Background: an optimization exercise with open tools, aiming at small area, a short achievable clock period and few clock cycles per item. Do not read the settings as production practice. No run shown here included a check of the RTL's function; only the layout flow was run.

==> flow/design.v <==
module wsio_scaler (
    input  wire        clk,
    input  wire        rst,         
    input  wire        in_valid,
    output wire        in_ready,
    input  wire        in_op,       
    input  wire [63:0] in_data,
    output wire        out_valid,
    input  wire        out_ready,
    output wire [63:0] out_data,
    output wire        out_err
);
    wire [15:0] raw = in_data[15:0];
    reg  [3:0]  lz;
    integer i;
    always @(*) begin
        lz = 4'd0;
        for (i = 0; i < 16; i = i + 1)
            if (raw[i]) lz = 4'd15 - i[3:0];
    end
    wire [15:0] rn     = raw << lz;
    wire        e_hi   = (rn >= 16'd64000);
    wire [16:0] r17    = e_hi ? {1'b0, rn} : {rn, 1'b0};
    wire        e_zero = (raw == 16'd0);
    wire        x_sign = in_data[63];
    wire [10:0] x_exp  = in_data[62:52];
    wire [52:0] x_mant = {1'b1, in_data[51:0]};
    wire        p_top  = (in_data[51:0] >= 52'd108086391056892);
    wire [59:0] p_rnd  = {x_mant, 7'd0} - {6'd0, x_mant, 1'b0} - {7'd0, x_mant}
                         + (p_top ? 60'd64 : 60'd32);
    wire        x_big  = (x_exp > 11'd1029);             
    wire        x_in   = (x_exp >= 11'd1013) && !x_big;
    wire [4:0]  x_d    = x_exp[4:0] - 5'd21;             
    wire [25:0] s1_in = in_op ? {1'b1, p_rnd[59:43], x_d, x_sign, x_in, x_big}
                              : {1'b0, r17, e_hi, lz, 2'b00, e_zero};
    reg         a_valid;
    reg  [25:0] a_d;
    reg         o_valid;
    reg  [62:0] o_data;
    reg         o_err;
    wire en2    = !o_valid || out_ready;        
    wire a_load = en2 || !a_valid;              
    assign in_ready = a_load;
    always @(posedge clk) begin
        if (rst)
            a_valid <= 1'b0;
        else if (a_load)
            a_valid <= in_valid;
        if (a_load)
            a_d <= s1_in;
    end
    assign out_valid = o_valid;
    assign out_data  = {1'b0, o_data};
    assign out_err   = o_err;
    wire        s_op   = a_d[25];
    wire [16:0] s_v    = a_d[24:8];
    wire [4:0]  s_n    = a_d[7:3];
    wire [2:0]  s_f    = a_d[2:0];
    wire [16:0] e_r17  = s_v;
    wire [16:0] e_r17n = ~s_v;
    wire ts1 = e_r17[15] ^ e_r17[13] ^ e_r17[11];
    wire tc2 = (e_r17[15] & e_r17[13]) | (e_r17[11] & (e_r17[15] ^ e_r17[13]));
    wire ts3 = e_r17[16] ^ e_r17[14] ^ e_r17[12];
    wire tc4 = (e_r17[16] & e_r17[14]) | (e_r17[12] & (e_r17[16] ^ e_r17[14]));
    wire ts5 = e_r17[15] ^ e_r17[13] ^ e_r17n[11];
    wire tc6 = (e_r17[15] & e_r17[13]) | (e_r17n[11] & (e_r17[15] ^ e_r17[13]));
    wire ts7 = e_r17[16] ^ e_r17[14] ^ e_r17n[12];
    wire tc8 = (e_r17[16] & e_r17[14]) | (e_r17n[12] & (e_r17[16] ^ e_r17[14]));
    wire ts9 = e_r17[15] ^ e_r17n[13] ^ e_r17[11];
    wire tc10 = (e_r17[15] & e_r17n[13]) | (e_r17[11] & (e_r17[15] ^ e_r17n[13]));
    wire ts11 = e_r17[16] ^ e_r17n[14] ^ e_r17[12];
    wire tc12 = (e_r17[16] & e_r17n[14]) | (e_r17[12] & (e_r17[16] ^ e_r17n[14]));
    wire ts13 = e_r17n[15] ^ e_r17[13] ^ e_r17n[10];
    wire tc14 = (e_r17n[15] & e_r17[13]) | (e_r17n[10] & (e_r17n[15] ^ e_r17[13]));
    wire ts15 = e_r17n[6] ^ e_r17[4];
    wire tc16 = e_r17n[6] & e_r17[4];
    wire ts17 = e_r17n[16] ^ e_r17[14] ^ e_r17n[11];
    wire tc18 = (e_r17n[16] & e_r17[14]) | (e_r17n[11] & (e_r17n[16] ^ e_r17[14]));
    wire ts19 = e_r17n[7] ^ e_r17[5];
    wire tc20 = e_r17n[7] & e_r17[5];
    wire ts21 = e_r17[15] ^ e_r17n[12] ^ e_r17n[8];
    wire tc22 = (e_r17[15] & e_r17n[12]) | (e_r17n[8] & (e_r17[15] ^ e_r17n[12]));
    wire ts23 = e_r17[6] ^ e_r17[4];
    wire tc24 = e_r17[6] & e_r17[4];
    wire ts25 = e_r17[16] ^ e_r17n[13] ^ e_r17n[9];
    wire tc26 = (e_r17[16] & e_r17n[13]) | (e_r17n[9] & (e_r17[16] ^ e_r17n[13]));
    wire ts27 = e_r17[7] ^ e_r17[5];
    wire tc28 = e_r17[7] & e_r17[5];
    wire ts29 = e_r17n[14] ^ e_r17n[10] ^ e_r17[8];
    wire tc30 = (e_r17n[14] & e_r17n[10]) | (e_r17[8] & (e_r17n[14] ^ e_r17n[10]));
    wire ts31 = e_r17n[15] ^ e_r17n[11];
    wire tc32 = e_r17n[15] & e_r17n[11];
    wire ts33 = e_r17n[16] ^ e_r17n[12] ^ e_r17[10];
    wire tc34 = (e_r17n[16] & e_r17n[12]) | (e_r17[10] & (e_r17n[16] ^ e_r17n[12]));
    wire ts35 = e_r17n[13] ^ e_r17[11] ^ e_r17[9];
    wire tc36 = (e_r17n[13] & e_r17[11]) | (e_r17[9] & (e_r17n[13] ^ e_r17[11]));
    wire ts37 = e_r17n[14] ^ e_r17[12] ^ e_r17[10];
    wire tc38 = (e_r17n[14] & e_r17[12]) | (e_r17[10] & (e_r17n[14] ^ e_r17[12]));
    wire ts39 = e_r17n[8] ^ e_r17n[5];
    wire tc40 = e_r17n[8] & e_r17n[5];
    wire ts41 = e_r17n[15] ^ e_r17[13] ^ e_r17[11];
    wire tc42 = (e_r17n[15] & e_r17[13]) | (e_r17[11] & (e_r17n[15] ^ e_r17[13]));
    wire ts43 = e_r17n[9] ^ e_r17n[6] ^ e_r17[3];
    wire tc44 = (e_r17n[9] & e_r17n[6]) | (e_r17[3] & (e_r17n[9] ^ e_r17n[6]));
    wire ts45 = e_r17n[16] ^ e_r17[14] ^ e_r17[12];
    wire tc46 = (e_r17n[16] & e_r17[14]) | (e_r17[12] & (e_r17n[16] ^ e_r17[14]));
    wire ts47 = e_r17n[10] ^ e_r17n[7] ^ e_r17[4];
    wire tc48 = (e_r17n[10] & e_r17n[7]) | (e_r17[4] & (e_r17n[10] ^ e_r17n[7]));
    wire ts49 = e_r17[15] ^ e_r17[13] ^ e_r17n[11];
    wire tc50 = (e_r17[15] & e_r17[13]) | (e_r17n[11] & (e_r17[15] ^ e_r17[13]));
    wire ts51 = e_r17n[8] ^ e_r17[5];
    wire tc52 = e_r17n[8] & e_r17[5];
    wire ts53 = e_r17[16] ^ e_r17[14] ^ e_r17n[12];
    wire tc54 = (e_r17[16] & e_r17[14]) | (e_r17n[12] & (e_r17[16] ^ e_r17[14]));
    wire ts55 = e_r17n[9] ^ e_r17[6] ^ e_r17[4];
    wire tc56 = (e_r17n[9] & e_r17[6]) | (e_r17[4] & (e_r17n[9] ^ e_r17[6]));
    wire ts57 = e_r17[15] ^ e_r17n[13] ^ e_r17n[10];
    wire tc58 = (e_r17[15] & e_r17n[13]) | (e_r17n[10] & (e_r17[15] ^ e_r17n[13]));
    wire ts59 = e_r17[7] ^ e_r17[5];
    wire tc60 = e_r17[7] & e_r17[5];
    wire ts61 = e_r17[16] ^ e_r17n[14] ^ e_r17n[11];
    wire tc62 = (e_r17[16] & e_r17n[14]) | (e_r17n[11] & (e_r17[16] ^ e_r17n[14]));
    wire ts63 = e_r17[8] ^ e_r17[6];
    wire tc64 = e_r17[8] & e_r17[6];
    wire ts65 = e_r17n[15] ^ e_r17n[12] ^ e_r17[9];
    wire tc66 = (e_r17n[15] & e_r17n[12]) | (e_r17[9] & (e_r17n[15] ^ e_r17n[12]));
    wire ts67 = e_r17n[16] ^ e_r17n[13];
    wire tc68 = e_r17n[16] & e_r17n[13];
    wire ts69 = e_r17n[14] ^ e_r17[11] ^ e_r17[9];
    wire tc70 = (e_r17n[14] & e_r17[11]) | (e_r17[9] & (e_r17n[14] ^ e_r17[11]));
    wire ts71 = e_r17n[15] ^ e_r17[12] ^ e_r17[10];
    wire tc72 = (e_r17n[15] & e_r17[12]) | (e_r17[10] & (e_r17n[15] ^ e_r17[12]));
    wire ts73 = e_r17n[16] ^ e_r17[13] ^ e_r17[11];
    wire tc74 = (e_r17n[16] & e_r17[13]) | (e_r17[11] & (e_r17n[16] ^ e_r17[13]));
    wire ts75 = e_r17[16] ^ e_r17[14];
    wire tc76 = e_r17[16] & e_r17[14];
    wire ts77 = e_r17[15] ^ e_r17[12];
    wire tc78 = e_r17[15] & e_r17[12];
    wire ts79 = e_r17[16] ^ e_r17[13];
    wire tc80 = e_r17[16] & e_r17[13];
    wire ts81 = e_r17[16] ^ e_r17n[14];
    wire tc82 = e_r17[16] & e_r17n[14];
    wire ts83 = e_r17n[15] ^ e_r17n[10];
    wire tc84 = e_r17n[15] & e_r17n[10];
    wire ts85 = e_r17n[16] ^ e_r17n[11] ^ e_r17[4];
    wire tc86 = (e_r17n[16] & e_r17n[11]) | (e_r17[4] & (e_r17n[16] ^ e_r17n[11]));
    wire ts87 = e_r17n[12] ^ e_r17[5] ^ e_r17[3];
    wire tc88 = (e_r17n[12] & e_r17[5]) | (e_r17[3] & (e_r17n[12] ^ e_r17[5]));
    wire ts89 = e_r17n[13] ^ e_r17[6] ^ e_r17[4];
    wire tc90 = (e_r17n[13] & e_r17[6]) | (e_r17[4] & (e_r17n[13] ^ e_r17[6]));
    wire ts91 = e_r17[2] ^ e_r17n[0];
    wire tc92 = e_r17[2] & e_r17n[0];
    wire ts93 = e_r17n[14] ^ e_r17[7] ^ e_r17[5];
    wire tc94 = (e_r17n[14] & e_r17[7]) | (e_r17[5] & (e_r17n[14] ^ e_r17[7]));
    wire ts95 = e_r17[3] ^ e_r17n[1];
    wire tc96 = e_r17[3] & e_r17n[1];
    wire ts97 = e_r17n[15] ^ e_r17[8] ^ e_r17[6];
    wire tc98 = (e_r17n[15] & e_r17[8]) | (e_r17[6] & (e_r17n[15] ^ e_r17[8]));
    wire ts99 = e_r17[4] ^ e_r17n[2] ^ e_r17[0];
    wire tc100 = (e_r17[4] & e_r17n[2]) | (e_r17[0] & (e_r17[4] ^ e_r17n[2]));
    wire ts101 = e_r17n[16] ^ e_r17[9] ^ e_r17[7];
    wire tc102 = (e_r17n[16] & e_r17[9]) | (e_r17[7] & (e_r17n[16] ^ e_r17[9]));
    wire ts103 = e_r17[5] ^ e_r17n[3] ^ e_r17[1];
    wire tc104 = (e_r17[5] & e_r17n[3]) | (e_r17[1] & (e_r17[5] ^ e_r17n[3]));
    wire ts105 = e_r17[10] ^ e_r17[8] ^ e_r17[6];
    wire tc106 = (e_r17[10] & e_r17[8]) | (e_r17[6] & (e_r17[10] ^ e_r17[8]));
    wire ts107 = e_r17n[4] ^ e_r17[2] ^ 1'b1;
    wire tc108 = (e_r17n[4] & e_r17[2]) | (1'b1 & (e_r17n[4] ^ e_r17[2]));
    wire ts109 = e_r17[11] ^ e_r17[9] ^ e_r17[7];
    wire tc110 = (e_r17[11] & e_r17[9]) | (e_r17[7] & (e_r17[11] ^ e_r17[9]));
    wire ts111 = e_r17n[5] ^ e_r17[3] ^ e_r17n[0];
    wire tc112 = (e_r17n[5] & e_r17[3]) | (e_r17n[0] & (e_r17n[5] ^ e_r17[3]));
    wire ts113 = e_r17[12] ^ e_r17[10] ^ e_r17[8];
    wire tc114 = (e_r17[12] & e_r17[10]) | (e_r17[8] & (e_r17[12] ^ e_r17[10]));
    wire ts115 = e_r17n[6] ^ e_r17[4] ^ e_r17n[1];
    wire tc116 = (e_r17n[6] & e_r17[4]) | (e_r17n[1] & (e_r17n[6] ^ e_r17[4]));
    wire ts117 = e_r17[13] ^ e_r17[11] ^ e_r17[9];
    wire tc118 = (e_r17[13] & e_r17[11]) | (e_r17[9] & (e_r17[13] ^ e_r17[11]));
    wire ts119 = e_r17n[7] ^ e_r17[5] ^ e_r17n[2];
    wire tc120 = (e_r17n[7] & e_r17[5]) | (e_r17n[2] & (e_r17n[7] ^ e_r17[5]));
    wire ts121 = e_r17[14] ^ e_r17[12] ^ e_r17[10];
    wire tc122 = (e_r17[14] & e_r17[12]) | (e_r17[10] & (e_r17[14] ^ e_r17[12]));
    wire ts123 = e_r17n[8] ^ e_r17[6] ^ e_r17n[3];
    wire tc124 = (e_r17n[8] & e_r17[6]) | (e_r17n[3] & (e_r17n[8] ^ e_r17[6]));
    wire ts125 = e_r17n[9] ^ e_r17[7] ^ e_r17n[4];
    wire tc126 = (e_r17n[9] & e_r17[7]) | (e_r17n[4] & (e_r17n[9] ^ e_r17[7]));
    wire ts127 = e_r17n[0] ^ 1'b1 ^ ts1;
    wire tc128 = (e_r17n[0] & 1'b1) | (ts1 & (e_r17n[0] ^ 1'b1));
    wire ts129 = e_r17n[10] ^ e_r17[8] ^ e_r17n[5];
    wire tc130 = (e_r17n[10] & e_r17[8]) | (e_r17n[5] & (e_r17n[10] ^ e_r17[8]));
    wire ts131 = e_r17n[1] ^ ts3 ^ tc2;
    wire tc132 = (e_r17n[1] & ts3) | (tc2 & (e_r17n[1] ^ ts3));
    wire ts133 = e_r17[9] ^ e_r17n[6] ^ e_r17n[2];
    wire tc134 = (e_r17[9] & e_r17n[6]) | (e_r17n[2] & (e_r17[9] ^ e_r17n[6]));
    wire ts135 = e_r17[0] ^ ts5 ^ tc4;
    wire tc136 = (e_r17[0] & ts5) | (tc4 & (e_r17[0] ^ ts5));
    wire ts137 = e_r17[10] ^ e_r17n[7] ^ e_r17n[3];
    wire tc138 = (e_r17[10] & e_r17n[7]) | (e_r17n[3] & (e_r17[10] ^ e_r17n[7]));
    wire ts139 = e_r17[1] ^ ts7 ^ tc6;
    wire tc140 = (e_r17[1] & ts7) | (tc6 & (e_r17[1] ^ ts7));
    wire ts141 = e_r17n[8] ^ e_r17n[4] ^ e_r17[2];
    wire tc142 = (e_r17n[8] & e_r17n[4]) | (e_r17[2] & (e_r17n[8] ^ e_r17n[4]));
    wire ts143 = e_r17[0] ^ ts9 ^ tc8;
    wire tc144 = (e_r17[0] & ts9) | (tc8 & (e_r17[0] ^ ts9));
    wire ts145 = e_r17n[9] ^ e_r17n[5] ^ e_r17[3];
    wire tc146 = (e_r17n[9] & e_r17n[5]) | (e_r17[3] & (e_r17n[9] ^ e_r17n[5]));
    wire ts147 = e_r17[1] ^ ts11 ^ tc10;
    wire tc148 = (e_r17[1] & ts11) | (tc10 & (e_r17[1] ^ ts11));
    wire ts149 = e_r17[2] ^ e_r17n[0] ^ 1'b1;
    wire tc150 = (e_r17[2] & e_r17n[0]) | (1'b1 & (e_r17[2] ^ e_r17n[0]));
    wire ts151 = ts13 ^ ts15 ^ tc12;
    wire tc152 = (ts13 & ts15) | (tc12 & (ts13 ^ ts15));
    wire ts153 = e_r17[3] ^ e_r17n[1] ^ ts17;
    wire tc154 = (e_r17[3] & e_r17n[1]) | (ts17 & (e_r17[3] ^ e_r17n[1]));
    wire ts155 = ts19 ^ tc14 ^ tc16;
    wire tc156 = (ts19 & tc14) | (tc16 & (ts19 ^ tc14));
    wire ts157 = e_r17n[2] ^ 1'b1 ^ ts21;
    wire tc158 = (e_r17n[2] & 1'b1) | (ts21 & (e_r17n[2] ^ 1'b1));
    wire ts159 = ts23 ^ tc18 ^ tc20;
    wire tc160 = (ts23 & tc18) | (tc20 & (ts23 ^ tc18));
    wire ts161 = e_r17n[3] ^ e_r17n[0] ^ ts25;
    wire tc162 = (e_r17n[3] & e_r17n[0]) | (ts25 & (e_r17n[3] ^ e_r17n[0]));
    wire ts163 = ts27 ^ tc22 ^ tc24;
    wire tc164 = (ts27 & tc22) | (tc24 & (ts27 ^ tc22));
    wire ts165 = e_r17[6] ^ e_r17n[4] ^ e_r17n[1];
    wire tc166 = (e_r17[6] & e_r17n[4]) | (e_r17n[1] & (e_r17[6] ^ e_r17n[4]));
    wire ts167 = ts29 ^ tc26 ^ tc28;
    wire tc168 = (ts29 & tc26) | (tc28 & (ts29 ^ tc26));
    wire ts169 = e_r17[9] ^ e_r17[7] ^ e_r17n[5];
    wire tc170 = (e_r17[9] & e_r17[7]) | (e_r17n[5] & (e_r17[9] ^ e_r17[7]));
    wire ts171 = e_r17n[2] ^ ts31 ^ tc30;
    wire tc172 = (e_r17n[2] & ts31) | (tc30 & (e_r17n[2] ^ ts31));
    wire ts173 = e_r17[8] ^ e_r17n[6] ^ e_r17n[3];
    wire tc174 = (e_r17[8] & e_r17n[6]) | (e_r17n[3] & (e_r17[8] ^ e_r17n[6]));
    wire ts175 = e_r17[0] ^ ts33 ^ tc32;
    wire tc176 = (e_r17[0] & ts33) | (tc32 & (e_r17[0] ^ ts33));
    wire ts177 = e_r17n[7] ^ e_r17n[4] ^ e_r17[1];
    wire tc178 = (e_r17n[7] & e_r17n[4]) | (e_r17[1] & (e_r17n[7] ^ e_r17n[4]));
    wire ts179 = 1'b1 ^ ts35 ^ tc34;
    wire tc180 = (1'b1 & ts35) | (tc34 & (1'b1 ^ ts35));
    wire ts181 = e_r17[2] ^ e_r17[0] ^ 1'b1;
    wire tc182 = (e_r17[2] & e_r17[0]) | (1'b1 & (e_r17[2] ^ e_r17[0]));
    wire ts183 = ts37 ^ ts39 ^ tc36;
    wire tc184 = (ts37 & ts39) | (tc36 & (ts37 ^ ts39));
    wire ts185 = e_r17[1] ^ 1'b1 ^ ts41;
    wire tc186 = (e_r17[1] & 1'b1) | (ts41 & (e_r17[1] ^ 1'b1));
    wire ts187 = ts43 ^ tc38 ^ tc40;
    wire tc188 = (ts43 & tc38) | (tc40 & (ts43 ^ tc38));
    wire ts189 = e_r17[2] ^ 1'b1 ^ ts45;
    wire tc190 = (e_r17[2] & 1'b1) | (ts45 & (e_r17[2] ^ 1'b1));
    wire ts191 = ts47 ^ tc42 ^ tc44;
    wire tc192 = (ts47 & tc42) | (tc44 & (ts47 ^ tc42));
    wire ts193 = e_r17[3] ^ e_r17[0] ^ ts49;
    wire tc194 = (e_r17[3] & e_r17[0]) | (ts49 & (e_r17[3] ^ e_r17[0]));
    wire ts195 = ts51 ^ tc46 ^ tc48;
    wire tc196 = (ts51 & tc46) | (tc48 & (ts51 ^ tc46));
    wire ts197 = e_r17[1] ^ 1'b1 ^ ts53;
    wire tc198 = (e_r17[1] & 1'b1) | (ts53 & (e_r17[1] ^ 1'b1));
    wire ts199 = ts55 ^ tc50 ^ tc52;
    wire tc200 = (ts55 & tc50) | (tc52 & (ts55 ^ tc50));
    wire ts201 = e_r17[2] ^ 1'b1 ^ ts57;
    wire tc202 = (e_r17[2] & 1'b1) | (ts57 & (e_r17[2] ^ 1'b1));
    wire ts203 = ts59 ^ tc54 ^ tc56;
    wire tc204 = (ts59 & tc54) | (tc56 & (ts59 ^ tc54));
    wire ts205 = e_r17[3] ^ 1'b1 ^ ts61;
    wire tc206 = (e_r17[3] & 1'b1) | (ts61 & (e_r17[3] ^ 1'b1));
    wire ts207 = ts63 ^ tc58 ^ tc60;
    wire tc208 = (ts63 & tc58) | (tc60 & (ts63 ^ tc58));
    wire ts209 = e_r17[7] ^ e_r17[4] ^ e_r17n[0];
    wire tc210 = (e_r17[7] & e_r17[4]) | (e_r17n[0] & (e_r17[7] ^ e_r17[4]));
    wire ts211 = ts65 ^ tc62 ^ tc64;
    wire tc212 = (ts65 & tc62) | (tc64 & (ts65 ^ tc62));
    wire ts213 = e_r17[10] ^ e_r17[8] ^ e_r17[5];
    wire tc214 = (e_r17[10] & e_r17[8]) | (e_r17[5] & (e_r17[10] ^ e_r17[8]));
    wire ts215 = e_r17n[1] ^ ts67 ^ tc66;
    wire tc216 = (e_r17n[1] & ts67) | (tc66 & (e_r17n[1] ^ ts67));
    wire ts217 = e_r17[6] ^ e_r17n[2] ^ e_r17[0];
    wire tc218 = (e_r17[6] & e_r17n[2]) | (e_r17[0] & (e_r17[6] ^ e_r17n[2]));
    wire ts219 = 1'b1 ^ ts69 ^ tc68;
    wire tc220 = (1'b1 & ts69) | (tc68 & (1'b1 ^ ts69));
    wire ts221 = e_r17[7] ^ e_r17n[3] ^ e_r17[1];
    wire tc222 = (e_r17[7] & e_r17n[3]) | (e_r17[1] & (e_r17[7] ^ e_r17n[3]));
    wire ts223 = 1'b1 ^ ts71 ^ tc70;
    wire tc224 = (1'b1 & ts71) | (tc70 & (1'b1 ^ ts71));
    wire ts225 = e_r17[8] ^ e_r17n[4] ^ e_r17[2];
    wire tc226 = (e_r17[8] & e_r17n[4]) | (e_r17[2] & (e_r17[8] ^ e_r17n[4]));
    wire ts227 = 1'b1 ^ ts73 ^ tc72;
    wire tc228 = (1'b1 & ts73) | (tc72 & (1'b1 ^ ts73));
    wire ts229 = e_r17[14] ^ e_r17[12] ^ e_r17[9];
    wire tc230 = (e_r17[14] & e_r17[12]) | (e_r17[9] & (e_r17[14] ^ e_r17[12]));
    wire ts231 = e_r17n[5] ^ e_r17[3] ^ tc74;
    wire tc232 = (e_r17n[5] & e_r17[3]) | (tc74 & (e_r17n[5] ^ e_r17[3]));
    wire ts233 = e_r17[15] ^ e_r17[13] ^ e_r17[10];
    wire tc234 = (e_r17[15] & e_r17[13]) | (e_r17[10] & (e_r17[15] ^ e_r17[13]));
    wire ts235 = e_r17n[6] ^ e_r17[4] ^ 1'b1;
    wire tc236 = (e_r17n[6] & e_r17[4]) | (1'b1 & (e_r17n[6] ^ e_r17[4]));
    wire ts237 = e_r17[11] ^ e_r17n[7] ^ e_r17[5];
    wire tc238 = (e_r17[11] & e_r17n[7]) | (e_r17[5] & (e_r17[11] ^ e_r17n[7]));
    wire ts239 = e_r17[0] ^ 1'b1 ^ ts75;
    wire tc240 = (e_r17[0] & 1'b1) | (ts75 & (e_r17[0] ^ 1'b1));
    wire ts241 = e_r17n[8] ^ e_r17[6] ^ e_r17[1];
    wire tc242 = (e_r17n[8] & e_r17[6]) | (e_r17[1] & (e_r17n[8] ^ e_r17[6]));
    wire ts243 = 1'b1 ^ ts77 ^ tc76;
    wire tc244 = (1'b1 & ts77) | (tc76 & (1'b1 ^ ts77));
    wire ts245 = e_r17n[9] ^ e_r17[7] ^ e_r17[2];
    wire tc246 = (e_r17n[9] & e_r17[7]) | (e_r17[2] & (e_r17n[9] ^ e_r17[7]));
    wire ts247 = 1'b1 ^ ts79 ^ tc78;
    wire tc248 = (1'b1 & ts79) | (tc78 & (1'b1 ^ ts79));
    wire ts249 = e_r17[14] ^ e_r17n[10] ^ e_r17[8];
    wire tc250 = (e_r17[14] & e_r17n[10]) | (e_r17[8] & (e_r17[14] ^ e_r17n[10]));
    wire ts251 = e_r17[3] ^ 1'b1 ^ tc80;
    wire tc252 = (e_r17[3] & 1'b1) | (tc80 & (e_r17[3] ^ 1'b1));
    wire ts253 = e_r17[15] ^ e_r17n[11] ^ e_r17[9];
    wire tc254 = (e_r17[15] & e_r17n[11]) | (e_r17[9] & (e_r17[15] ^ e_r17n[11]));
    wire ts255 = e_r17[4] ^ 1'b1;
    wire tc256 = e_r17[4] & 1'b1;
    wire ts257 = e_r17[16] ^ e_r17n[12] ^ e_r17[10];
    wire tc258 = (e_r17[16] & e_r17n[12]) | (e_r17[10] & (e_r17[16] ^ e_r17n[12]));
    wire ts259 = e_r17[5] ^ 1'b1;
    wire tc260 = e_r17[5] & 1'b1;
    wire ts261 = e_r17n[13] ^ e_r17[11] ^ e_r17[6];
    wire tc262 = (e_r17n[13] & e_r17[11]) | (e_r17[6] & (e_r17n[13] ^ e_r17[11]));
    wire ts263 = e_r17n[14] ^ e_r17[12];
    wire tc264 = e_r17n[14] & e_r17[12];
    wire ts265 = e_r17n[15] ^ e_r17[13];
    wire tc266 = e_r17n[15] & e_r17[13];
    wire ts267 = e_r17n[16] ^ e_r17[14];
    wire tc268 = e_r17n[16] & e_r17[14];
    wire ts269 = e_r17[14] ^ e_r17n[12];
    wire tc270 = e_r17[14] & e_r17n[12];
    wire ts271 = e_r17[15] ^ e_r17n[13] ^ e_r17n[8];
    wire tc272 = (e_r17[15] & e_r17n[13]) | (e_r17n[8] & (e_r17[15] ^ e_r17n[13]));
    wire ts273 = e_r17n[9] ^ e_r17[2] ^ e_r17[0];
    wire tc274 = (e_r17n[9] & e_r17[2]) | (e_r17[0] & (e_r17n[9] ^ e_r17[2]));
    wire ts275 = e_r17[3] ^ e_r17[1] ^ ts83;
    wire tc276 = (e_r17[3] & e_r17[1]) | (ts83 & (e_r17[3] ^ e_r17[1]));
    wire ts277 = e_r17[2] ^ e_r17[0] ^ ts85;
    wire tc278 = (e_r17[2] & e_r17[0]) | (ts85 & (e_r17[2] ^ e_r17[0]));
    wire ts279 = e_r17[1] ^ 1'b1 ^ ts87;
    wire tc280 = (e_r17[1] & 1'b1) | (ts87 & (e_r17[1] ^ 1'b1));
    wire ts281 = 1'b1 ^ ts89 ^ ts91;
    wire tc282 = (1'b1 & ts89) | (ts91 & (1'b1 ^ ts89));
    wire ts283 = ts93 ^ ts95 ^ tc90;
    wire tc284 = (ts93 & ts95) | (tc90 & (ts93 ^ ts95));
    wire ts285 = ts97 ^ ts99 ^ tc94;
    wire tc286 = (ts97 & ts99) | (tc94 & (ts97 ^ ts99));
    wire ts287 = ts101 ^ ts103 ^ tc98;
    wire tc288 = (ts101 & ts103) | (tc98 & (ts101 ^ ts103));
    wire ts289 = ts105 ^ ts107 ^ tc102;
    wire tc290 = (ts105 & ts107) | (tc102 & (ts105 ^ ts107));
    wire ts291 = ts109 ^ ts111 ^ tc106;
    wire tc292 = (ts109 & ts111) | (tc106 & (ts109 ^ ts111));
    wire ts293 = ts113 ^ ts115 ^ tc110;
    wire tc294 = (ts113 & ts115) | (tc110 & (ts113 ^ ts115));
    wire ts295 = ts117 ^ ts119 ^ tc114;
    wire tc296 = (ts117 & ts119) | (tc114 & (ts117 ^ ts119));
    wire ts297 = ts121 ^ ts123 ^ tc118;
    wire tc298 = (ts121 & ts123) | (tc118 & (ts121 ^ ts123));
    wire ts299 = ts125 ^ ts127 ^ tc122;
    wire tc300 = (ts125 & ts127) | (tc122 & (ts125 ^ ts127));
    wire ts301 = ts129 ^ ts131 ^ tc126;
    wire tc302 = (ts129 & ts131) | (tc126 & (ts129 ^ ts131));
    wire ts303 = ts133 ^ ts135 ^ tc130;
    wire tc304 = (ts133 & ts135) | (tc130 & (ts133 ^ ts135));
    wire ts305 = ts137 ^ ts139 ^ tc134;
    wire tc306 = (ts137 & ts139) | (tc134 & (ts137 ^ ts139));
    wire ts307 = ts141 ^ ts143 ^ tc138;
    wire tc308 = (ts141 & ts143) | (tc138 & (ts141 ^ ts143));
    wire ts309 = ts145 ^ ts147 ^ tc142;
    wire tc310 = (ts145 & ts147) | (tc142 & (ts145 ^ ts147));
    wire ts311 = ts149 ^ ts151 ^ tc146;
    wire tc312 = (ts149 & ts151) | (tc146 & (ts149 ^ ts151));
    wire ts313 = ts153 ^ ts155 ^ tc150;
    wire tc314 = (ts153 & ts155) | (tc150 & (ts153 ^ ts155));
    wire ts315 = ts157 ^ ts159 ^ tc154;
    wire tc316 = (ts157 & ts159) | (tc154 & (ts157 ^ ts159));
    wire ts317 = ts161 ^ ts163 ^ tc158;
    wire tc318 = (ts161 & ts163) | (tc158 & (ts161 ^ ts163));
    wire ts319 = ts165 ^ ts167 ^ tc162;
    wire tc320 = (ts165 & ts167) | (tc162 & (ts165 ^ ts167));
    wire ts321 = ts169 ^ ts171 ^ tc166;
    wire tc322 = (ts169 & ts171) | (tc166 & (ts169 ^ ts171));
    wire ts323 = ts173 ^ ts175 ^ tc170;
    wire tc324 = (ts173 & ts175) | (tc170 & (ts173 ^ ts175));
    wire ts325 = ts177 ^ ts179 ^ tc174;
    wire tc326 = (ts177 & ts179) | (tc174 & (ts177 ^ ts179));
    wire ts327 = ts181 ^ ts183 ^ tc178;
    wire tc328 = (ts181 & ts183) | (tc178 & (ts181 ^ ts183));
    wire ts329 = ts185 ^ ts187 ^ tc182;
    wire tc330 = (ts185 & ts187) | (tc182 & (ts185 ^ ts187));
    wire ts331 = ts189 ^ ts191 ^ tc186;
    wire tc332 = (ts189 & ts191) | (tc186 & (ts189 ^ ts191));
    wire ts333 = ts193 ^ ts195 ^ tc190;
    wire tc334 = (ts193 & ts195) | (tc190 & (ts193 ^ ts195));
    wire ts335 = ts197 ^ ts199 ^ tc194;
    wire tc336 = (ts197 & ts199) | (tc194 & (ts197 ^ ts199));
    wire ts337 = ts201 ^ ts203 ^ tc198;
    wire tc338 = (ts201 & ts203) | (tc198 & (ts201 ^ ts203));
    wire ts339 = ts205 ^ ts207 ^ tc202;
    wire tc340 = (ts205 & ts207) | (tc202 & (ts205 ^ ts207));
    wire ts341 = ts209 ^ ts211 ^ tc206;
    wire tc342 = (ts209 & ts211) | (tc206 & (ts209 ^ ts211));
    wire ts343 = ts213 ^ ts215 ^ tc210;
    wire tc344 = (ts213 & ts215) | (tc210 & (ts213 ^ ts215));
    wire ts345 = ts217 ^ ts219 ^ tc214;
    wire tc346 = (ts217 & ts219) | (tc214 & (ts217 ^ ts219));
    wire ts347 = ts221 ^ ts223 ^ tc218;
    wire tc348 = (ts221 & ts223) | (tc218 & (ts221 ^ ts223));
    wire ts349 = ts225 ^ ts227 ^ tc222;
    wire tc350 = (ts225 & ts227) | (tc222 & (ts225 ^ ts227));
    wire ts351 = ts229 ^ ts231 ^ tc226;
    wire tc352 = (ts229 & ts231) | (tc226 & (ts229 ^ ts231));
    wire ts353 = ts233 ^ ts235 ^ tc230;
    wire tc354 = (ts233 & ts235) | (tc230 & (ts233 ^ ts235));
    wire ts355 = ts237 ^ ts239 ^ tc234;
    wire tc356 = (ts237 & ts239) | (tc234 & (ts237 ^ ts239));
    wire ts357 = ts241 ^ ts243 ^ tc238;
    wire tc358 = (ts241 & ts243) | (tc238 & (ts241 ^ ts243));
    wire ts359 = ts245 ^ ts247 ^ tc242;
    wire tc360 = (ts245 & ts247) | (tc242 & (ts245 ^ ts247));
    wire ts361 = ts249 ^ ts251 ^ tc246;
    wire tc362 = (ts249 & ts251) | (tc246 & (ts249 ^ ts251));
    wire ts363 = ts253 ^ ts255 ^ tc250;
    wire tc364 = (ts253 & ts255) | (tc250 & (ts253 ^ ts255));
    wire ts365 = ts257 ^ ts259 ^ tc254;
    wire tc366 = (ts257 & ts259) | (tc254 & (ts257 ^ ts259));
    wire ts367 = 1'b1 ^ ts261 ^ tc258;
    wire tc368 = (1'b1 & ts261) | (tc258 & (1'b1 ^ ts261));
    wire ts369 = e_r17[7] ^ 1'b1 ^ ts263;
    wire tc370 = (e_r17[7] & 1'b1) | (ts263 & (e_r17[7] ^ 1'b1));
    wire ts371 = e_r17[8] ^ 1'b1 ^ ts265;
    wire tc372 = (e_r17[8] & 1'b1) | (ts265 & (e_r17[8] ^ 1'b1));
    wire ts373 = e_r17[9] ^ 1'b1 ^ ts267;
    wire tc374 = (e_r17[9] & 1'b1) | (ts267 & (e_r17[9] ^ 1'b1));
    wire ts375 = e_r17[15] ^ e_r17[10];
    wire tc376 = e_r17[15] & e_r17[10];
    wire ts377 = e_r17[16] ^ e_r17[11];
    wire tc378 = e_r17[16] & e_r17[11];
    wire ts379 = e_r17[12] ^ e_r17n[10];
    wire tc380 = e_r17[12] & e_r17n[10];
    wire ts381 = e_r17[13] ^ e_r17n[11] ^ e_r17n[6];
    wire tc382 = (e_r17[13] & e_r17n[11]) | (e_r17n[6] & (e_r17[13] ^ e_r17n[11]));
    wire ts383 = e_r17n[7] ^ e_r17[0] ^ ts269;
    wire tc384 = (e_r17n[7] & e_r17[0]) | (ts269 & (e_r17n[7] ^ e_r17[0]));
    wire ts385 = e_r17[1] ^ ts271 ^ tc270;
    wire tc386 = (e_r17[1] & ts271) | (tc270 & (e_r17[1] ^ ts271));
    wire ts387 = ts81 ^ ts273 ^ tc272;
    wire tc388 = (ts81 & ts273) | (tc272 & (ts81 ^ ts273));
    wire ts389 = tc82 ^ ts275 ^ tc274;
    wire tc390 = (tc82 & ts275) | (tc274 & (tc82 ^ ts275));
    wire ts391 = tc84 ^ ts277 ^ tc276;
    wire tc392 = (tc84 & ts277) | (tc276 & (tc84 ^ ts277));
    wire ts393 = tc86 ^ ts279 ^ tc278;
    wire tc394 = (tc86 & ts279) | (tc278 & (tc86 ^ ts279));
    wire ts395 = tc88 ^ ts281 ^ tc280;
    wire tc396 = (tc88 & ts281) | (tc280 & (tc88 ^ ts281));
    wire ts397 = tc92 ^ ts283 ^ tc282;
    wire tc398 = (tc92 & ts283) | (tc282 & (tc92 ^ ts283));
    wire ts399 = tc96 ^ ts285 ^ tc284;
    wire tc400 = (tc96 & ts285) | (tc284 & (tc96 ^ ts285));
    wire ts401 = tc100 ^ ts287 ^ tc286;
    wire tc402 = (tc100 & ts287) | (tc286 & (tc100 ^ ts287));
    wire ts403 = tc104 ^ ts289 ^ tc288;
    wire tc404 = (tc104 & ts289) | (tc288 & (tc104 ^ ts289));
    wire ts405 = tc108 ^ ts291 ^ tc290;
    wire tc406 = (tc108 & ts291) | (tc290 & (tc108 ^ ts291));
    wire ts407 = tc112 ^ ts293 ^ tc292;
    wire tc408 = (tc112 & ts293) | (tc292 & (tc112 ^ ts293));
    wire ts409 = tc116 ^ ts295 ^ tc294;
    wire tc410 = (tc116 & ts295) | (tc294 & (tc116 ^ ts295));
    wire ts411 = tc120 ^ ts297 ^ tc296;
    wire tc412 = (tc120 & ts297) | (tc296 & (tc120 ^ ts297));
    wire ts413 = tc124 ^ ts299 ^ tc298;
    wire tc414 = (tc124 & ts299) | (tc298 & (tc124 ^ ts299));
    wire ts415 = tc128 ^ ts301 ^ tc300;
    wire tc416 = (tc128 & ts301) | (tc300 & (tc128 ^ ts301));
    wire ts417 = tc132 ^ ts303 ^ tc302;
    wire tc418 = (tc132 & ts303) | (tc302 & (tc132 ^ ts303));
    wire ts419 = tc136 ^ ts305 ^ tc304;
    wire tc420 = (tc136 & ts305) | (tc304 & (tc136 ^ ts305));
    wire ts421 = tc140 ^ ts307 ^ tc306;
    wire tc422 = (tc140 & ts307) | (tc306 & (tc140 ^ ts307));
    wire ts423 = tc144 ^ ts309 ^ tc308;
    wire tc424 = (tc144 & ts309) | (tc308 & (tc144 ^ ts309));
    wire ts425 = tc148 ^ ts311 ^ tc310;
    wire tc426 = (tc148 & ts311) | (tc310 & (tc148 ^ ts311));
    wire ts427 = tc152 ^ ts313 ^ tc312;
    wire tc428 = (tc152 & ts313) | (tc312 & (tc152 ^ ts313));
    wire ts429 = tc156 ^ ts315 ^ tc314;
    wire tc430 = (tc156 & ts315) | (tc314 & (tc156 ^ ts315));
    wire ts431 = tc160 ^ ts317 ^ tc316;
    wire tc432 = (tc160 & ts317) | (tc316 & (tc160 ^ ts317));
    wire ts433 = tc164 ^ ts319 ^ tc318;
    wire tc434 = (tc164 & ts319) | (tc318 & (tc164 ^ ts319));
    wire ts435 = tc168 ^ ts321 ^ tc320;
    wire tc436 = (tc168 & ts321) | (tc320 & (tc168 ^ ts321));
    wire ts437 = tc172 ^ ts323 ^ tc322;
    wire tc438 = (tc172 & ts323) | (tc322 & (tc172 ^ ts323));
    wire ts439 = tc176 ^ ts325 ^ tc324;
    wire tc440 = (tc176 & ts325) | (tc324 & (tc176 ^ ts325));
    wire ts441 = tc180 ^ ts327 ^ tc326;
    wire tc442 = (tc180 & ts327) | (tc326 & (tc180 ^ ts327));
    wire ts443 = tc184 ^ ts329 ^ tc328;
    wire tc444 = (tc184 & ts329) | (tc328 & (tc184 ^ ts329));
    wire ts445 = tc188 ^ ts331 ^ tc330;
    wire tc446 = (tc188 & ts331) | (tc330 & (tc188 ^ ts331));
    wire ts447 = tc192 ^ ts333 ^ tc332;
    wire tc448 = (tc192 & ts333) | (tc332 & (tc192 ^ ts333));
    wire ts449 = tc196 ^ ts335 ^ tc334;
    wire tc450 = (tc196 & ts335) | (tc334 & (tc196 ^ ts335));
    wire ts451 = tc200 ^ ts337 ^ tc336;
    wire tc452 = (tc200 & ts337) | (tc336 & (tc200 ^ ts337));
    wire ts453 = tc204 ^ ts339 ^ tc338;
    wire tc454 = (tc204 & ts339) | (tc338 & (tc204 ^ ts339));
    wire ts455 = tc208 ^ ts341 ^ tc340;
    wire tc456 = (tc208 & ts341) | (tc340 & (tc208 ^ ts341));
    wire ts457 = tc212 ^ ts343 ^ tc342;
    wire tc458 = (tc212 & ts343) | (tc342 & (tc212 ^ ts343));
    wire ts459 = tc216 ^ ts345 ^ tc344;
    wire tc460 = (tc216 & ts345) | (tc344 & (tc216 ^ ts345));
    wire ts461 = tc220 ^ ts347 ^ tc346;
    wire tc462 = (tc220 & ts347) | (tc346 & (tc220 ^ ts347));
    wire ts463 = tc224 ^ ts349 ^ tc348;
    wire tc464 = (tc224 & ts349) | (tc348 & (tc224 ^ ts349));
    wire ts465 = tc228 ^ ts351 ^ tc350;
    wire tc466 = (tc228 & ts351) | (tc350 & (tc228 ^ ts351));
    wire ts467 = tc232 ^ ts353 ^ tc352;
    wire tc468 = (tc232 & ts353) | (tc352 & (tc232 ^ ts353));
    wire ts469 = tc236 ^ ts355 ^ tc354;
    wire tc470 = (tc236 & ts355) | (tc354 & (tc236 ^ ts355));
    wire ts471 = tc240 ^ ts357 ^ tc356;
    wire tc472 = (tc240 & ts357) | (tc356 & (tc240 ^ ts357));
    wire ts473 = tc244 ^ ts359 ^ tc358;
    wire tc474 = (tc244 & ts359) | (tc358 & (tc244 ^ ts359));
    wire ts475 = tc248 ^ ts361 ^ tc360;
    wire tc476 = (tc248 & ts361) | (tc360 & (tc248 ^ ts361));
    wire ts477 = tc252 ^ ts363 ^ tc362;
    wire tc478 = (tc252 & ts363) | (tc362 & (tc252 ^ ts363));
    wire ts479 = tc256 ^ ts365 ^ tc364;
    wire tc480 = (tc256 & ts365) | (tc364 & (tc256 ^ ts365));
    wire ts481 = tc260 ^ ts367 ^ tc366;
    wire tc482 = (tc260 & ts367) | (tc366 & (tc260 ^ ts367));
    wire ts483 = tc262 ^ ts369 ^ tc368;
    wire tc484 = (tc262 & ts369) | (tc368 & (tc262 ^ ts369));
    wire ts485 = tc264 ^ ts371 ^ tc370;
    wire tc486 = (tc264 & ts371) | (tc370 & (tc264 ^ ts371));
    wire ts487 = tc266 ^ ts373 ^ tc372;
    wire tc488 = (tc266 & ts373) | (tc372 & (tc266 ^ ts373));
    wire ts489 = tc268 ^ ts375 ^ tc374;
    wire tc490 = (tc268 & ts375) | (tc374 & (tc268 ^ ts375));
    wire ts491 = 1'b1 ^ ts377 ^ tc376;
    wire tc492 = (1'b1 & ts377) | (tc376 & (1'b1 ^ ts377));
    wire ts493 = e_r17[12] ^ 1'b1 ^ tc378;
    wire tc494 = (e_r17[12] & 1'b1) | (tc378 & (e_r17[12] ^ 1'b1));
    wire ts495 = e_r17[13] ^ 1'b1;
    wire tc496 = e_r17[13] & 1'b1;
    wire ts497 = e_r17[14] ^ 1'b1;
    wire tc498 = e_r17[14] & 1'b1;
    wire ts499 = e_r17[15] ^ 1'b1;
    wire tc500 = e_r17[15] & 1'b1;
    wire [60:0] e_sa = {ts499, ts497, ts495, ts493, ts491, ts489, ts487, ts485, ts483, ts481, ts479, ts477, ts475, ts473, ts471, ts469, ts467, ts465, ts463, ts461, ts459, ts457, ts455, ts453, ts451, ts449, ts447, ts445, ts443, ts441, ts439, ts437, ts435, ts433, ts431, ts429, ts427, ts425, ts423, ts421, ts419, ts417, ts415, ts413, ts411, ts409, ts407, ts405, ts403, ts401, ts399, ts397, ts395, ts393, ts391, ts389, ts387, ts385, ts383, ts381, e_r17n[5]};
    wire [60:0] e_sb = {tc498, tc496, tc494, tc492, tc490, tc488, tc486, tc484, tc482, tc480, tc478, tc476, tc474, tc472, tc470, tc468, tc466, tc464, tc462, tc460, tc458, tc456, tc454, tc452, tc450, tc448, tc446, tc444, tc442, tc440, tc438, tc436, tc434, tc432, tc430, tc428, tc426, tc424, tc422, tc420, tc418, tc416, tc414, tc412, tc410, tc408, tc406, tc404, tc402, tc400, tc398, tc396, tc394, tc392, tc390, tc388, tc386, tc384, tc382, tc380, ts379};
    wire [60:0] e_sum = e_sa + e_sb;
    wire [51:0] e_frac = e_sum[60:9];
    wire [10:0] e_exp  = 11'd1028 - {7'd0, s_n[3:0]} + {10'd0, s_n[4]};
    wire [62:0] e_res  = s_f[0] ? 63'd0 : {e_exp, e_frac};
    wire [16:0] r_t    = s_v >> (5'd16 - s_n);
    wire        r_sign = s_f[2];
    wire        r_in   = s_f[1];
    wire        r_err  = s_f[0] | (r_in & (r_sign ? (r_t != 17'd0) : r_t[16]));
    wire [15:0] r_val  = (r_err | r_sign | !r_in) ? 16'd0 : r_t[15:0];
    always @(posedge clk) begin
        if (rst)
            o_valid <= 1'b0;
        else if (en2)
            o_valid <= a_valid;
        if (en2) begin
            o_data <= s_op ? {47'd0, r_val} : e_res;
            o_err  <= s_op & r_err;
        end
    end
endmodule
==> flow/run.sh <==
#!/bin/bash
# synth_recipe.tcl (not shown) runs the flow's synth.tcl, then flattens the netlist and writes it again
# the make line also repeats each setting of config.mk as NAME=value (left out here)
make -C /OpenROAD-flow-scripts/flow DESIGN_CONFIG=/design/flow/config.mk WORK_HOME=/design/flow/orfs CLKGATE_MAP_FILE= SYNTH_SCRIPT=/design/flow/synth_recipe.tcl finish
==> flow/config.mk <==
export PLATFORM = sky130hd
export DESIGN_NAME = wsio_scaler
export DESIGN_NICKNAME = wsio_scaler
export VERILOG_FILES = /design/flow/design.v
export SDC_FILE = /design/flow/constraint.sdc
export NUM_CORES = 4
export LEC_CHECK = 0
export CAP_MARGIN = 20
export CORE_MARGIN = 2
export CORE_UTILIZATION = 40
export SETUP_SLACK_MARGIN = 5
export SLEW_MARGIN = 20
==> flow/constraint.sdc <==
create_clock -name core_clock -period 10.0 [get_ports {clk}]
set_input_delay 2.0000 -clock core_clock [delete_from_list [all_inputs] [get_ports {clk}]]
set_output_delay 2.0000 -clock core_clock [all_outputs]
set_load 0.01 [all_outputs]
==> metrics.md, run 1 <==
| Metric | Value |
|---|---|
| Pins Over Slew Limit | 0 |
| Clock sink total | 89 |
| Area Overhead vs Synth | 29.88% |
| Post-DP HPWL | ~43000 um |
| Design area | about 23000 um2 |
| Most common cell after layout, fill and taps aside | inv_1 |
| # Max-Cap Violations | 0 |
| Final setup viols | 0 |
| Post-synth top flop | edfxtp_1 |
| Wire per inst | ~21 um |
| Minimum clock period | 6.297 ns |
| Drt first pass iters | 5 |
| Via density per instance | 5.614 |
| Die height | roughly 220 um |
| Gr usage total | 24.75% |
| WL final | about 57000 um |
| Crit path DAT | 6.41 ns |
| Fin. Hold Viols | 0 |
| Most frequent CP cell | buf_6 |
| RSZ-0062 raised after global routing | true |
| CTS buffer count | 9 |
| Global-route wire length before repair | 89940 um |
| Reg clk slew, reported paths | about 0.070 ns |
| Flops & latches, synth | 89 |
| Die Area | about 46000 um2 |
| Non-Filler Instances | approximately 2.8k |
| Core Area | between 40000 and 50000 um2 |
| Share of cells above drive strength 1 | a little over a fifth |
| Synthesis Warnings | 1 |
| Placed standard-cell area | 20140 um2 |
| Placed cells | 2602 |
| CP top delay family | compound AO/OA/AOI/OAI gates |
| Worst skew pair latency | roughly 0.38 ns |
| Setup crit end kind | flip-flop |
| IO buf count | around 130 |
| CP max stage delay | ~0.6 ns |
| CTS tree | yes |
| Final period util | between 60 and 70% |
| Initial Util | between 40 and 50% |
| CTS Hold Buffers Added | 0 |
| Status | no timing/DRC/antenna violations |
| Boundary Pins | approximately 140 |
| HP Class | reg -> reg |
| Synthesized Nets | approximately 2.4k |
| Post-Syn Instances | approximately 1.9k |
| Setup_tns | 0 ns |
| Async set-reset flop share out of synthesis | 0% |
| Die X-Extent | 215.3 um |
| Routability congestion estimate | a little over 0.9 |
| Post-synth EDFFs | a little under 90 |
| Max Freq | approximately 160 MHz |
| Vias | 15.52k |
| CTS Root Cell | clkbuf_16 |
| Worst-Margin Slew | between 0.8 and 0.9 ns |
| DRC viols | 0 |
| Yosys cell types | 78 |
| # H-tree levels | 3 |
| Post-route ant nets | 0 |
| Final net count | about 2.7k |
| Mapped Area | 17850 um2 |
| DRT iter0 DRCs | roughly 1.1k |
| Initial antenna violation count | 0 |
| Worst Path Buf+Inv | 4 |
| Vias in the first global route | between 15k and 20k |
| WP data required | roughly 10 ns |
| Worst path slowest cell | fa_1 |
| Mean Syn Cell Area | between 9 and 10 um2 |
| Crit-path max FO | 4 |
| # diodes | 0 |
| Most frequent cells in the layout | 291 x inv_1, 219 x fa_1, 181 x ha_1 |
| Row count | a little under 80 |
| GRT overflow | 0 |
| Largest net degree at the start of global routing | just over 60 |
| Crit start category | input port |
| Worst rel slew slack | approximately two fifths |
| CTS max path bufs | 2 |
| Worst Setup Path Type | in -> reg |
| Clk_skew | between 0.015 and 0.02 ns |
| Register area share after synthesis | around 15% |
path summary, 6_finish.rpt:
check | cells past startpoint | startpoint | slack, ns | to
max | 25 | in_data[2] | 3.70 | a_d[23]$_DFFE_PP_
min | 2 | a_valid$_SDFFE_PP0P_ | 0.66 | o_valid$_SDFFE_PP0P_
max reg2reg | 23 | a_d[19]$_DFFE_PP_ | 4.57 | o_data[40]$_SDFFCE_PP0P_
min reg2reg | 2 | a_valid$_SDFFE_PP0P_ | 0.66 | o_valid$_SDFFE_PP0P_
logic make-up (layout without fill, tap and decap cells):
| kind of cell | after synthesis | after routing | share of synthesized area [%] |
|---|---|---|---|
| AO/OA/AOI/OAI | 464 | 464 | 17.23 |
| adder cells (fa/ha/maj) | 460 | 460 | 42.28 |
| AND/OR/NAND/NOR | 394 | 395 | 10.96 |
| buffers and inverters | 387 | 656 | 8.325 |
| flip-flops | 89 | 89 | 14.86 |
| XOR/XNOR | 57 | 57 | 2.796 |
| multiplexers | 51 | 51 | 3.525 |
| other | 1 | 1 | 0.02100 |
synthesized netlist by cell type, drive strengths merged, types with 4 or more instances:
library cell | n | area share [%]
a221oi | 7 | 0.38
and2 | 13 | 0.46
o311ai | 4 | 0.20
nand4 | 25 | 0.91
mux2i | 37 | 2.1
nand3 | 41 | 1.1
a31oi | 16 | 0.56
or3 | 7 | 0.25
a21boi | 11 | 0.46
and4 | 7 | 0.34
or2 | 11 | 0.39
nor2b | 14 | 0.49
inv | 337 | 7.1
nor4 | 9 | 0.32
o221ai | 12 | 0.59
xor2 | 26 | 1.3
or4 | 4 | 0.19
o211ai | 13 | 0.55
a211o | 5 | 0.25
nand2b | 12 | 0.42
nor3b | 10 | 0.42
a211oi | 16 | 0.67
edfxtp | 87 | 15
o31ai | 8 | 0.34
a221o | 4 | 0.22
nor2 | 100 | 2.1
mux2 | 5 | 0.32
xnor2 | 31 | 1.5
clkbuf | 38 | 0.81
and3 | 10 | 0.35
o2111ai | 6 | 0.29
o21bai | 9 | 0.38
a21oi | 124 | 3.5
mux4 | 9 | 1.1
o22ai | 25 | 0.88
nor3 | 44 | 1.2
o21a | 23 | 0.97
o21ai | 65 | 1.8
nand2 | 83 | 1.7
ha | 221 | 15
buf | 11 | 0.41
a21o | 81 | 3.4
fa | 239 | 27
through the flow:
stage | hold WS (ns) | util (%) | setup slack, ns
6_report | 0.6641 | 52.55 | 3.703
5_1_grt | 0.7042 | 52.55 | 3.499
4_1_cts | 0.6750 | 50.68 | 3.630
3_5_place_dp | 0.5069 | 45.64 | 2.392
3_3_place_gp | 0.4759 | 45.64 | 2.449
2_1_floorplan | 0.4631 | - | 3.811
repair_timing:
action	in CTS	in global routing
resized for setup	326	108
cloned	1	0
pin swaps	71	75
endpoints found under the setup margin	68	54
setup buffers	109	37
tightest hold or removal path, stage by stage (launching register included):
cell	delay, ns
dfxtp_1	0.43
nor2_1	0.15
nor2_1	0.04
area by class of cell:
class                           instances  area, um2
Clock buffer                            9      225.2
Clock inverter                          7      85.08
Fill cell                            4009      20940
Inverter                              338       1340
Multi-Input combinational cell       1428      15200
Sequential cell                        89       2653
Tap cell                              592      740.7
Timing Repair Buffer                  302       2944
state kept, by name, indices dropped and copies added, names as in the netlist:
name     flops
o_data      60
a_d         26
a_valid      1
o_err        1
o_valid      1
routing by layer:
metal / share of wire (%) / up-vias / GRT usage (%)
met5: 0 / - / 0
met4: 3.7 / 0 / 8.391
met3: 5.7 / 129 / 3.793
met2: 48 / 581 / 41.71
met1: 43 / 7710 / 32.46
li1: - / 7103 / -
==> run 2, diff against run 1 <==
--- a/flow/design.v
+++ b/flow/design.v
@@ -40,14 +40,23 @@
     reg         o_err;
     wire en2    = !o_valid || out_ready;        
     wire a_load = en2 || !a_valid;              
-    assign in_ready = a_load;
+    reg         b_valid;
+    reg  [25:0] b_d;
+    assign in_ready = !b_valid;
     always @(posedge clk) begin
-        if (rst)
+        if (rst) begin
             a_valid <= 1'b0;
-        else if (a_load)
-            a_valid <= in_valid;
+            b_valid <= 1'b0;
+        end else if (a_load) begin
+            a_valid <= b_valid || in_valid;
+            b_valid <= 1'b0;
+        end else if (!b_valid) begin
+            b_valid <= in_valid;
+        end
+        if (!b_valid)
+            b_d <= s1_in;
         if (a_load)
-            a_d <= s1_in;
+            a_d <= b_valid ? b_d : s1_in;
     end
     assign out_valid = o_valid;
     assign out_data  = {1'b0, o_data};
==> run 2 against run 1 <==
Effect of this change:
- still clean
- register-to-register slack lost 0.10 ns
- sequential cell count grew 27
- worst hold slack lost 0.21 ns
- die area grew 7.0%
- critical endpoint is now a_d[13]$_DFFE_PP_
- synthesized cell count grew 6.9%
==> metrics.md, run 2 <==
| Metric | Value |
|---|---|
| Status | no timing/DRC/antenna violations |
| Regs by FF count | o_data: 60 flops, a_d: 26 flops, b_d: 26 flops |
| CP top delay family | compound AO/OA/AOI/OAI gates |
| Die height | 222.7 um (+3.4%) |
| Most common cell after layout, fill and taps aside | inv_1 |
| Worst Setup Path Type | in -> reg |
| Crit path DAT | 6.70 ns (+0.29 ns) |
| Worst r2r dst | o_data[50]$_SDFFCE_PP0P_ |
| WP data required | 10.15 ns (+0.03 ns) |
| Initial antenna violation count | 0 (unchanged) |
| Yosys cell types | 95 (+22%) |
| Setup crit end kind | flip-flop |
| Critical R2R Launch | a_d[19]$_DFFE_PP_ |
| WL final | 62180 um (+8.5%) |
| Largest net degree at the start of global routing | 56 (-9.7%) |
| GRT overflow | 0 (unchanged) |
| Post-route ant nets | 0 (unchanged) |
| Post-synth EDFFs | 87 (unchanged) |
| HP Class | reg -> reg |
| Via density per instance | 5.627 (+0.23%) |
| Global-route wire length before repair | 96780 um (+7.6%) |
| Drt first pass iters | 6 (+1) |
| Crit-path max FO | 8 (+4) |
| Worst rel slew slack | 32.82% (-7.8 points) |
| Critical Path Stages | 25 (unchanged) |
| Fin. Hold Viols | 0 (unchanged) |
| Row count | 80 (+3.9%) |
| Initial Util | 40.32% (-0.15 points) |
| Fill count | 4262 (+6.3%) |
| Worst Path Buf+Inv | 2 (-2) |
| Synthesis Warnings | 1 (unchanged) |
| Most frequent cells in the layout | 276 x inv_1, 221 x fa_1, 183 x ha_1 |
| Final period util | 65.45% (+2.5 points) |
| Crit start category | input port |
| Vias in the first global route | 17.10k (+7.9%) |
| Area Overhead vs Synth | 30.46% |
| Final setup viols | 0 (unchanged) |
| Max FFs per register | 60 (unchanged) |
| RSZ-0062 raised after global routing | true |
| Worst path slowest cell | fa_2 |
| Synthesized Nets | 2564 (+5.4%) |
| Critical Path Sink | a_d[13]$_DFFE_PP_ |
| Design area | 24960 um2 (+7.6%) |
| Worst Setup SP | in_data[2] |
| CTS tree | yes |
| Final net count | 2850 (+5.7%) |
| Placed standard-cell area | 21440 um2 (+6.4%) |
| Routability congestion estimate | 0.9176 (-1.9%) |
| Most frequent CP cell | a21o_1 |
| Die Area | 49590 um2 (+7.0%) |
| Cell with the most instances after synthesis | inv_1 |
| Max Freq | 152.8 MHz (-3.8%) |
| Post-DP HPWL | 45420 um (+5.0%) |
| Die X-Extent | 222.7 um (+3.4%) |
| Boundary Pins | 136 (unchanged) |
| Area occupied by multi-input gates | 16080 um2 (+5.8%) |
| Mapped Area | 19130 um2 (+7.1%) |
| DRC viols | 0 (unchanged) |
| Post-Syn Instances | 2034 (+6.9%) |
| Reg2Reg Setup Slack | 4.47 ns (-0.10 ns) |
| # Max-Cap Violations | 0 (unchanged) |
| Wire per inst | 21.10 um (+1.8%) |
| Flops & latches, synth | 116 (+30%) |
| Yosys top cell by area | fa_1 |
| CTS Root Cell | clkbuf_16 |
| Worst-Margin Slew | 1.000 ns (+0.1098 ns) |
| # H-tree levels | 4 (+1) |
| Worst skew pair latency | 0.46 ns (+0.08 ns) |
| CP max stage delay | 0.51 ns (-0.09 ns) |
| # diodes | 0 (unchanged) |
| Async set-reset flop share out of synthesis | 0% (unchanged) |
| IO buf count | 134 (unchanged) |
| Register area share after synthesis | 16.69% (+1.8 points) |
| Top cells by area, synth | fa_1 25%, ha_1 14%, edfxtp_1 14% |
| Setup_tns | 0 ns (unchanged) |
| Mean Syn Cell Area | 9.404 um2 (+0.23%) |
| Pins Over Slew Limit | 0 (unchanged) |
| Clock sink total | 116 (+30%) |
| Min setup slack post-route | 3.455 ns (-0.2476 ns) |
| Core Area | 47450 um2 (+7.5%) |
| CTS Hold Buffers Added | 0 (unchanged) |
| Core Util, Final | 52.60% (about the same) |
| Post-synth top cells | 309 x inv_1, 240 x fa_1, 221 x ha_1, 143 x nand2_1, 118 x a21oi_1 |
| Reg clk slew, reported paths | 0.05 ns (-0.02 ns) |
| Worst r2r path cells | 20 (-13%) |
| DRT iter0 DRCs | 1184 (+8.5%) |
| Vias | 16.58k (+6.8%) |
| CTS buffer count | 17 (+8) |
| Post-synth top flop | edfxtp_1 |
| Gr usage total | 25.08% (+0.33 points) |
| Setup WS pre-CTS | 1.858 ns (-0.5341 ns) |
| Register with the most flip-flops | o_data |
| Clk_skew | 0.01891 ns (+0.0003147 ns) |
| Hold Path Cell Cnt | 2 (unchanged) |
| Yosys top cell area share | 25.12% (-1.7 points) |
| CTS max path bufs | 2 (unchanged) |
| Register area | 3193 um2 (+20%) |
| Share of cells above drive strength 1 | 22.21% (+0.40 points) |
| Minimum clock period | 6.545 ns (+0.2476 ns) |
==> run 2: cell count changes in the layout (fill, tap and decap cells not counted), sizes merged, moves of 13 or more <==
| cell | before | now |
|---|---|---|
| and3 | 10 | 23 |
| buf | 177 | 199 |
| dfxtp | 2 | 29 |
| inv | 323 | 292 |
| mux2i | 37 | 19 |
| nand2 | 84 | 143 |
| nor2 | 100 | 116 |
| nor3 | 44 | 28 |
| o21ai | 65 | 91 |
==> run 2: metal layers <==
metal  global-route usage (%)  share of wire (%)  wire [um]
met1                    30.91                 41      25460
met2                    44.26                 50      31390
met3                    3.901                5.0       3081
met4                    9.223                3.6       2247
met5                        0                  0          0
==> run 2: kinds of logic after synthesis <==
family	synth area share [%]
compound gates	17.71
simple gates	12.53
fa+ha+maj	39.57
buf+inv	7.463
flops	16.69
xor+xnor	3.114
mux	2.898
other cells	0.01960
==> run 2: layout make-up <==
type,instances,area share [%]
Multi-Input combinational cell,1551,64.44
Sequential cell,116,12.80
Timing Repair Buffer,323,12.40
Inverter,311,4.944
Tap cell,615,3.083
Clock buffer,20,1.790
Clock inverter,11,0.5465
==> run 2: worst min-delay path by stage <==
stage / startpoint / endpoint
global placement: b_d[25]$_DFF_P_ / b_d[25]$_DFF_P_
floorplan: b_d[25]$_DFF_P_ / b_d[25]$_DFF_P_
CTS: b_d[25]$_DFF_P_ / b_d[25]$_DFF_P_
finish: b_d[25]$_DFF_P_ / b_d[25]$_DFF_P_
global route: b_d[9]$_DFF_P_ / b_d[9]$_DFF_P_
detailed placement: b_d[25]$_DFF_P_ / b_d[25]$_DFF_P_
==> run 2: repair_timing <==
action / in CTS / in global routing
cloned: 1 / 0
gates resized for setup: 329 / 100
endpoints found under the setup margin: 88 / 69
pin swaps: 105 / 92
setup buffers: 126 / 46
hold endpoints to repair: 0 / 0
==> run 2: metrics by stage <==
step / instances / hold slack [ns]
3_3_place_gp: 2743 / 0.4308
3_5_place_dp: 2743 / 0.4388
5_1_grt: 2947 / 0.4750
4_1_cts: 2901 / 0.4551
6_report: 2947 / 0.4525
2_1_floorplan: 2034 / 0.4197
==> run 2: worst reg2reg max path, cell delays in order (launching register included) <==
cell and delay (ns):
edfxtp_1 0.40, clkinvlp_4 0.13, buf_8 0.15, fa_1 0.53, inv_1 0.06, fa_1 0.47
inv_1 0.05, fa_2 0.55, fa_1 0.47, ha_4 0.27, a21oi_4 0.15, buf_6 0.12
o211ai_1 0.11, a21o_1 0.23, o211ai_1 0.25, a31oi_4 0.24, a2111o_1 0.49, nand4_1 0.19
nand2_2 0.12, a311o_1 0.34, nand4_1 0.07

-- afterwards: timing with drivers on the ports --
The flow's constraints put no driver on any port. The routed layouts listed below were extracted and timed again, unchanged, in two steps. Step 1 assumes that a clkbuf_16 drives the clock port and a buf_2 every other input. Step 2, shift: input delay + t, output delay - t, t = (earliest + latest rising clock arrival at the registers) / 2. This alone moves slack from input paths to output paths. Three values: ideal ports, drivers, drivers and shift; two values: the first two.
run | t (ns) | setup WS [ns] | worst data-port slew with drivers (ns) | cell pins on the clock port's net
run 1 | 0.424 | 3.703 / 3.703 / 3.278 | 0.07 | 1
run 2 | 0.504 | 3.455 / 3.452 / 2.949 | 0.06 | 1
After both steps every run listed still meets setup and hold. The setup slack of run 2, which loses most, moves by -0.003 ns with the drivers and by -0.506 ns with both steps.
